Context: an optimization exercise on an open-source flow, tuned for small area, a short achievable clock period and few clock cycles. The choices shown serve that exercise and are no tape-out recipe.
The RTL was checked by simulation tests, not by an equivalence proof against the original design.
Power figures rest on the tool's default switching activity, not on a simulated workload.

nickel:
## saes_core
module saes_core (
    input  wire        clk,
    input  wire        rst,      
    input  wire        req,
    input  wire        we,
    input  wire [3:0]  addr,
    input  wire [15:0] wdata,
    output wire        ack,
    output reg  [15:0] rdata
);
Size: about 2000 cells after synthesis, about 190 flip-flops, about 14000 sq um of cells after synthesis.
==> flow/config.mk <==
export PLATFORM = sky130hd
export DESIGN_NAME = saes_core
export DESIGN_NICKNAME = saes_core
export VERILOG_FILES = /design/flow/design.v
export SDC_FILE = /design/flow/constraint.sdc
export NUM_CORES = 4
export LEC_CHECK = 0
export CAP_MARGIN = 20
export CORE_MARGIN = 2
export CORE_UTILIZATION = 40
export SLEW_MARGIN = 20
==> flow/constraint.sdc <==
create_clock -name core_clock -period 20.0 [get_ports {clk}]
set_input_delay 4.0000 -clock core_clock [delete_from_list [all_inputs] [get_ports {clk}]]
set_output_delay 4.0000 -clock core_clock [all_outputs]
set_load 0.01 [all_outputs]
standard.sh (not shown) runs the stock make flow with config.mk's settings and CLKGATE_MAP_FILE= SYNTH_SCRIPT=/design/flow/synth_recipe.tcl, a recipe that flattens the netlist after the stock synthesis.
==> flow/flow/run.sh <==
#!/bin/bash
# Layout flow:
#  1. the standard synthesis, with only the ABC mapping script changed
#     (flow/synth_custom.tcl, flow/abc_custom.script);
set -euo pipefail
W=$PWD
export FLOW_ABC_SCRIPT=$W/flow/abc_custom.script
sed "s#SYNTH_SCRIPT=[^ ]*#SYNTH_SCRIPT=$W/flow/synth_custom.tcl#" standard.sh > custom.sh
grep -q "SYNTH_SCRIPT=$W/flow/synth_custom.tcl" custom.sh
bash custom.sh synth > synth.log 2>&1
bash custom.sh \
  BUFFER_PORTS_ARGS="-buffer_cell sky130_fd_sc_hd__buf_2" \
  SETUP_SLACK_MARGIN=10.6 \
  finish > layout.log 2>&1
==> flow/flow/abc_custom.script <==
strash
dch
amap
topo
stime -c
buffer -c
upsize -c
dnsize -c
==> flow/flow/synth_custom.tcl <==
# The standard synthesis script (synth_recipe.tcl), with one change: the
# ABC technology-mapping script is replaced by flow/abc_custom.script (area
# mapping with amap, which maps XOR logic to XOR cells). Everything else,
# including the flip-flop mapping, is the standard synthesis.
proc synth {args} { yosys synth -nofsm -noshare {*}$args }
proc my_swap_abc_script {name1 name2 op} {
  global abc_args
  set i [lsearch -exact $abc_args -script]
  if {$i >= 0} { lset abc_args [expr {$i + 1}] $::env(FLOW_ABC_SCRIPT) }
}
trace add variable ::abc_args write my_swap_abc_script
source $::env(SCRIPTS_DIR)/synth.tcl
# left out here: clear keep_hierarchy, flatten, clean up, hide names made inside functions, write 1_2_yosys.v
nickel was carried through to the last stage, and its layout satisfied the timing, design-rule and antenna checks.
Testbench counts of nickel, summed over its fixed seeds: cycles 59,570.
> inputs changed (nickel -> violet)
Settings: CORE_UTILIZATION changed from 40 to 20.
--- a/flow/flow/run.sh
+++ b/flow/flow/run.sh
@@ -11,4 +11,4 @@
 bash custom.sh \
   BUFFER_PORTS_ARGS="-buffer_cell sky130_fd_sc_hd__buf_2" \
-  SETUP_SLACK_MARGIN=10.6 \
+  SETUP_SLACK_MARGIN=10.8 \
   finish > layout.log 2>&1
Findings:
violet reached the end of the flow, and the finished layout is clean on the timing, design-rule and antenna checks. violet gives more total design power than nickel did. Share of total power in combinational logic ended up 3.2 points higher on violet than on nickel. From violet to nickel, clock buffer count from CTS did not move at all. Taking nickel as 1.0, violet lands at 2.0 on placeable core region. The period utilization reported for violet is smaller than that of nickel by 0.71 points. violet vs nickel on total vias in the final route: violet is the higher one. nickel and violet ended up with roughly the same hold slack. Row register fraction of the total cell area: violet lower / nickel higher. Delta(total placed instance area, violet - nickel) > 0. violet — die area about 100% higher, nickel as reference.
### violet -> lagoon
Settings: CORE_UTILIZATION now 25, was 20.
Compared with violet, lagoon shows a final cell count that is about 6.4% lower. The final reports for lagoon and violet show power share of the sequential group higher in the former. lagoon ended up with a lower combinational power than violet did. First-pass GRT wire length deteriorates in lagoon relative to violet. In the reports for violet and lagoon, the larger largest stage delay on the critical path belongs to lagoon. Fraction of standard cell area that is sequential, violet and lagoon: lower on violet. In the flow results for violet and lagoon, the floorplan core area is larger on violet.
Changes in quartz relative to lagoon:
Settings: CORE_UTILIZATION: 25 -> 40.
--- a/flow/flow/run.sh
+++ b/flow/flow/run.sh
@@ -11,4 +11,4 @@
 bash custom.sh \
   BUFFER_PORTS_ARGS="-buffer_cell sky130_fd_sc_hd__buf_2" \
-  SETUP_SLACK_MARGIN=10.8 \
+  SETUP_SLACK_MARGIN=11 \
   finish > layout.log 2>&1
==> summary.txt <==
quartz vs. lagoon: number of search-and-repair iterations in the first detailed-routing pass grew by 1; gate count after technology mapping held steady; area growth from synthesis to final layout shrank by 2.7 points.
Run comparison: lagoon cell with the biggest individual delay on the critical path sky130_fd_sc_hd__dfxtp_1; quartz cell with the biggest individual delay on the critical path sky130_fd_sc_hd__nor4_2

-- afterwards: timing with drivers on the ports --
In the flow no input, the clock included, has a driving cell. The finished layouts below were timed again as built, in two steps.
Step 1 (the two cells are an assumption about what drives the block):
set clk [get_ports {clk}]
set_driving_cell -lib_cell sky130_fd_sc_hd__clkbuf_16 $clk
set_driving_cell -lib_cell sky130_fd_sc_hd__buf_2 [delete_from_list [all_inputs] $clk]
Step 2 also shifts input and output timing later by t, the mid clock arrival at the registers, as if the neighbouring blocks saw the same clock.
a / b / c = ideal ports / drivers / drivers and shift; a / b = the first two.
| run | t (ns) | setup slack, ns | worst hold slack (ns) | pins driven straight from the clock port |
|---|---|---|---|---|
| nickel | 0.520 | 10.782 / 10.759 / 10.759 | 0.436 / 0.436 / 0.436 | 1 |
| violet | 0.505 | 10.924 / 10.904 / 10.904 | 0.434 / 0.434 / 0.434 | 1 |
| lagoon | 0.512 | 10.905 / 10.905 / 10.699 | 0.433 / 0.433 / 0.433 | 1 |
| quartz | 0.520 | 11.048 / 11.009 / 11.009 | 0.436 / 0.436 / 0.436 | 1 |
After both steps every run listed still meets setup and hold. The setup slack of lagoon, which loses most, moves by 0.000 ns with the drivers and by -0.206 ns with both steps.
